This is an optimization exercise on Yosys and OpenROAD, whose aim is small area, a short achievable clock period and few clock cycles, not a production implementation.
Function was checked by simulation only, so behaviour that the tests miss may differ from the original.

==> 07-01 <==
## kmpcodec
module kmpcodec (
    input  wire        clk,
    input  wire        reset,       
    input  wire        cmd_valid,
    input  wire [23:0] cmd_word,
    output wire [7:0]  status,
    input  wire [3:0]  reg_addr,
    input  wire [4:0]  reg_idx,
    output reg  [23:0] reg_rdata,
    input  wire [1:0]  buf_op,      
    input  wire        buf_sel,     
    input  wire [6:0]  buf_idx,
    input  wire [7:0]  buf_wdata,
    output wire [7:0]  buf_rdata
);
    localparam MSGCAP = 32;
    localparam RAWCAP = 66;
    localparam DECMAX = 31;
    localparam MANTB  = 26;
    localparam E_NONE     = 4'd0;
    localparam E_CHECKSUM = 4'd2;
    localparam E_PROTO    = 4'd3;
    localparam E_OVERFLOW = 4'd4;
    localparam E_DANGLING = 4'd5;
    localparam E_SHORT    = 4'd6;
    localparam E_MALFORM  = 4'd7;
    localparam E_ILLEGAL  = 4'd8;
    localparam OP_COMPUTE = 8'h01;
    localparam OP_GEN     = 8'h02;
    localparam OP_CHECK   = 8'h03;
    localparam OP_ENCODE  = 8'h04;
    localparam OP_DECODE  = 8'h05;
    localparam OP_REQ     = 8'h06;
    localparam OP_REPLY   = 8'h09;
    localparam OP_SETTO   = 8'h0A;
    localparam S_IDLE  = 3'd0;
    localparam S_MCRC  = 3'd1;    
    localparam S_DEC   = 3'd2;    
    localparam S_ENC   = 3'd3;    
    localparam S_REPLY = 3'd4;    
    function is_reserved(input [7:0] b);
        is_reserved = (b == 8'h06) || (b == 8'h0D) || (b == 8'h1B) ||
                      (b == 8'h40) || (b == 8'h80);
    endfunction
    function [15:0] crc_byte(input [15:0] c, input [7:0] b);
        integer k;
        reg [15:0] r;
        begin
            r = c;
            for (k = 7; k >= 0; k = k - 1)
                r = {r[14:0], b[k]} ^ (r[15] ? 16'h1021 : 16'h0000);
            crc_byte = r;
        end
    endfunction
    reg [7:0] msg_mem [0:MSGCAP-1];
    reg [7:0] raw_mem [0:RAWCAP-1];
    reg [5:0] msglen;
    reg [6:0] rawlen;
    reg        busy, done;
    reg [3:0]  err;
    reg [4:0]  anomcnt;
    reg [15:0] crcout;
    reg [15:0] timeout;
    reg [15:0] vregid;
    reg        vneg, vexpneg, vvalid;
    reg [5:0]  vexpmag;
    reg [7:0]  vmantlen;
    reg [8*MANTB-1:0] vraw;      
    reg [2:0]  state;
    reg [7:0]  op;
    reg [15:0] imm_r;           
    reg [6:0]  i;
    reg [6:0]  j;
    reg        phase;
    reg        virt;
  ...
clock: 10.0 ns
lec_check: 0
cap_margin: 20
core_margin: 2
core_utilization: 40
place_density: 0.6
slew_margin: 20
run.sh (not shown) runs the stock make flow with config.mk's settings and CLKGATE_MAP_FILE= SYNTH_SCRIPT=/design/flow/synth_recipe.tcl, a recipe that flattens the netlist after the stock synthesis.
==> 12-15 (differences from 07-01) <==
--- a/flow/design.v
+++ b/flow/design.v
@@ -67,15 +67,14 @@
     reg [7:0]  vmantlen;
     reg [8*MANTB-1:0] vraw;      
     reg [2:0]  state;
     reg [7:0]  op;
     reg [15:0] imm_r;           
     reg [6:0]  i;
     reg [6:0]  j;
-    reg        phase;
     reg        virt;
     reg        mfree;
     reg [15:0] mc_crc;
     reg [5:0]  mc_cnt;
     reg        mc_ok;
     reg [15:0] ds_crc;
     reg [6:0]  ds_cnt;
@@ -89,15 +88,17 @@
     wire idle    = !busy;
     wire host_wm = idle && buf_op == 2'd1 && buf_sel == 1'b0 && buf_idx < MSGCAP;
     wire host_wr = idle && buf_op == 2'd1 && buf_sel == 1'b1 && buf_idx < RAWCAP;
     wire host_lm = idle && buf_op == 2'd2 && buf_sel == 1'b0;
     wire host_lr = idle && buf_op == 2'd2 && buf_sel == 1'b1;
     wire mc_valid = mc_ok && (mc_cnt == msglen);
     wire ds_hit   = ds_ok && (ds_cnt == rawlen);
-    wire [7:0] msg_at_i = msg_mem[i[4:0]];
+    wire [7:0] pb0      = msg_mem[{i[4:1], 1'b0}];
+    wire [7:0] pb1      = msg_mem[{i[4:1], 1'b1}];
+    wire [7:0] msg_at_i = i[0] ? pb1 : pb0;
     wire [7:0] raw_at_i = raw_mem[i[4:0]];
     wire [7:0] vpat [0:5];
     assign vpat[0] = 8'h3F;
     assign vpat[1] = 8'h10;
     assign vpat[2] = imm_r[15:8];
     assign vpat[3] = imm_r[7:0];
     assign vpat[4] = crcout[15:8];
@@ -153,23 +154,29 @@
     wire       mat     = virt && ((accept && cop != OP_REQ && cop != OP_DECODE) || host_wm || host_lm);
     wire       x_gen   = x_crc && xop == OP_GEN;
     wire [15:0] gen_crc = crc_byte(crc_byte(mc_crc, 8'h00), 8'h00);
     wire       dx_fail = ds_esc || ds_j < 6'd6 || ds_crc != 16'h0000;
     wire       rp_hdr  = msglen >= 6'd4 && msg_mem[0] == 8'h3F && msg_mem[1] == 8'h10 &&
                          msg_mem[2] == x_imm[15:8] && msg_mem[3] == x_imm[7:0];
     wire       rp_len  = msglen >= 6'd6 && {3'b000, msglen} >= 9'd6 + {1'b0, msg_mem[4]};
-    reg        enc_we;
-    reg [7:0]  enc_d;
-    always @(*) begin
-        enc_we = state == S_ENC;
-        if (phase)                         enc_d = ~msg_at_i;
-        else if (i == {1'b0, msglen})      enc_d = 8'h0D;
-        else if (is_reserved(msg_at_i))    enc_d = 8'h1B;
-        else                               enc_d = msg_at_i;
-    end
+    wire       ev0   = i < {1'b0, msglen};
+    wire       ev1   = i + 7'd1 < {1'b0, msglen};
+    wire       eend  = !(i + 7'd2 < {1'b0, msglen});
+    wire       ee0   = is_reserved(pb0);
+    wire       ee1   = is_reserved(pb1);
+    wire [2:0] ek    = (ev0 ? (ee0 ? 3'd2 : 3'd1) : 3'd0) + (ev1 ? (ee1 ? 3'd2 : 3'd1) : 3'd0);
+    wire       efit  = eend && ek <= 3'd3;
+    wire [2:0] ecnt  = ek + efit;
+    wire [7:0] eb0   = ee0 ? 8'h1B : pb0;
+    wire [7:0] eb1   = ee1 ? 8'h1B : pb1;
+    wire [7:0] es0   = ev0 ? eb0 : 8'h0D;
+    wire [7:0] es1   = (ev0 && ee0) ? ~pb0 : (ev1 ? eb1 : 8'h0D);
+    wire [7:0] es2   = (ev0 && ee0) ? (ev1 ? eb1 : 8'h0D) : ((ev1 && ee1) ? ~pb1 : 8'h0D);
+    wire [7:0] es3   = (ev0 && ee0 && ev1 && ee1) ? ~pb1 : 8'h0D;
+    wire       enc_we = state == S_ENC;
     reg        mw_en;       
     reg        mw_two;
     reg [4:0]  mw_a;
     reg [7:0]  mw_d1, mw_d2;
     always @(*) begin
         mw_en  = 1'b0;
         mw_two = 1'b0;
@@ -201,21 +208,41 @@
                 msg_mem[q] <= vpat[q];
         end
     end
     wire       rq_w   = accept && cop == OP_REQ;
     wire       r0_w   = rq_w || (accept && cop == OP_ENCODE);
     wire       rw_en  = enc_we || host_wr;
     wire [6:0] rw_a   = busy ? j : buf_idx;
-    wire [7:0] rw_d   = busy ? enc_d : buf_wdata;
+    wire [2:0] rw_n   = busy ? ecnt : 3'd1;
+    reg  [7:0] rlane [0:3];
+    always @(*) begin
+        case (j[1:0])
+        2'd0: begin rlane[0] = es0; rlane[1] = es1; rlane[2] = es2; rlane[3] = es3; end
+        2'd1: begin rlane[1] = es0; rlane[2] = es1; rlane[3] = es2; rlane[0] = es3; end
+        2'd2: begin rlane[2] = es0; rlane[3] = es1; rlane[0] = es2; rlane[1] = es3; end
+        default: begin rlane[3] = es0; rlane[0] = es1; rlane[1] = es2; rlane[2] = es3; end
+        endcase
+        if (!busy) begin
+            rlane[0] = buf_wdata; rlane[1] = buf_wdata; rlane[2] = buf_wdata; rlane[3] = buf_wdata;
+        end
+    end
+    reg  [RAWCAP-1:0] rw_hit;
+    always @(*) begin
+        for (q = 0; q < RAWCAP; q = q + 1)
+            rw_hit[q] = rw_en && ((rw_a == q) ||
+                                  (rw_n >= 3'd2 && rw_a == q - 1) ||
+                                  (rw_n >= 3'd3 && rw_a == q - 2) ||
+                                  (rw_n >= 3'd4 && rw_a == q - 3));
+    end
     always @(posedge clk) begin
         for (q = 0; q < RAWCAP; q = q + 1) begin
             if ((q == 0 && r0_w) || (q < 12 && rq_w))
                 raw_mem[q] <= rframe[q < 12 ? q : 0];
-            else if (rw_en && rw_a == q)
-                raw_mem[q] <= rw_d;
+            else if (rw_hit[q])
+                raw_mem[q] <= rlane[q % 4];
         end
     end
     always @(posedge clk) begin
         if (reset) begin
             state    <= S_IDLE;
             busy     <= 1'b0;
             done     <= 1'b0;
@@ -232,15 +259,14 @@
             vmantlen <= 8'd0;
             vraw     <= {8*MANTB{1'b0}};
             vvalid   <= 1'b0;
             op       <= 8'h00;
             imm_r    <= 16'h0000;
             i        <= 7'd0;
             j        <= 7'd0;
-            phase    <= 1'b0;
             virt     <= 1'b0;
             mfree    <= 1'b1;
             mc_crc   <= 16'h0000;
             mc_cnt   <= 6'd0;
             mc_ok    <= 1'b1;
             ds_crc   <= 16'h0000;
             ds_cnt   <= 7'd0;
@@ -311,15 +337,14 @@
                 end
                 OP_ENCODE: begin
                     busy  <= 1'b1;
                     done  <= 1'b0;
                     state <= S_ENC;
                     i     <= 7'd0;
                     j     <= 7'd1;
-                    phase <= 1'b0;
                 end
                 OP_DECODE: begin
                     if (rawlen > DECMAX) begin
                         msglen <= 6'd0;
                         err    <= E_OVERFLOW;
                         mfree  <= 1'b1;
                     end else if (!ds_hit) begin
@@ -413,27 +438,21 @@
                         msglen <= 6'd0;
                     end else begin
                         msglen <= ds_j - 6'd2;
                     end
                 end
             end
             if (state == S_ENC) begin
-                j <= j + 7'd1;
-                if (phase) begin
-                    i     <= i + 7'd1;
-                    phase <= 1'b0;
-                end else if (i == {1'b0, msglen}) begin
-                    rawlen <= j + 7'd1;
+                j <= j + {4'd0, ecnt};
+                i <= i + 7'd2;
+                if (efit) begin
+                    rawlen <= j + {4'd0, ecnt};
                     state  <= S_IDLE;
                     busy   <= 1'b0;
                     done   <= 1'b1;
-                end else if (is_reserved(msg_at_i)) begin
-                    phase <= 1'b1;
-                end else begin
-                    i <= i + 7'd1;
                 end
             end
             if (x_reply) begin
                 state <= S_IDLE;
                 busy  <= 1'b0;
                 done  <= 1'b1;
                 if (!rp_hdr) begin
ABC_CLOCK_PERIOD_IN_PS = 5000   (was not set)
SETUP_SLACK_MARGIN = 4   (was not set)
==> flow_summary_export.csv <==
group,metric,value,unit
outcome,status,"finished clean",
finish,nets,6939,
finish,multi_input_area_share,0.414,
setup_path,crit_buf_inv,7,
setup_path,rrSetupSlack,3.88,ns
finish,synthToLayoutAreaGrowth,27.5,%
-- figures above: 12-15

==> flow_summary_export.csv <==
group,metric,value,unit
outcome,status,"finished clean",
sta,rsz0062_at_grt,"false",
power_and_ir_drop,powerClk,5220,µW
power_and_ir_drop,power_density,162,nW/µm²
finish,synthToLayoutAreaGrowth,14.9,%
setup_path,endpoint,"buf_rdata[3]",
finish,multi_input_area_share,0.396,
setup_path,crit_buf_inv,3,
detailed_routing,wl_met1,134000,µm
-- figures above: 07-01

Testbench counts of 07-01, summed over its fixed seeds: cycles 11,820.
Testbench counts of 12-15, summed over its fixed seeds: cycles 10,011.

static timing again, ports no longer ideal:
No port has a modelled driver above. Below, the same layouts with a new extraction and two added sets of constraints. Step 1 assumes that a clkbuf_16 drives the clock port and a buf_2 every other input. Step 2 also shifts input and output timing later by t, the mid clock arrival at the registers, as if the neighbouring blocks saw the same clock. Slacks: ideal / step 1 / step 2; pairs: ideal / step 1.
run	shift t [ns]	setup slack, ns	worst hold slack (ns)	worst setup path after step 2	cell pins on the clock port's net
07-01	0.856	0.874 / 0.753 / 0.753	0.445 / 0.445 / 0.445	input to output	1
12-15	0.882	3.177 / 3.086 / 3.086	0.448 / 0.448 / 0.448	input to output	1
After both steps setup and hold are still met in every run listed. The setup slack of 07-01, which loses most, moves by -0.121 ns with the drivers and by -0.121 ns with both steps.
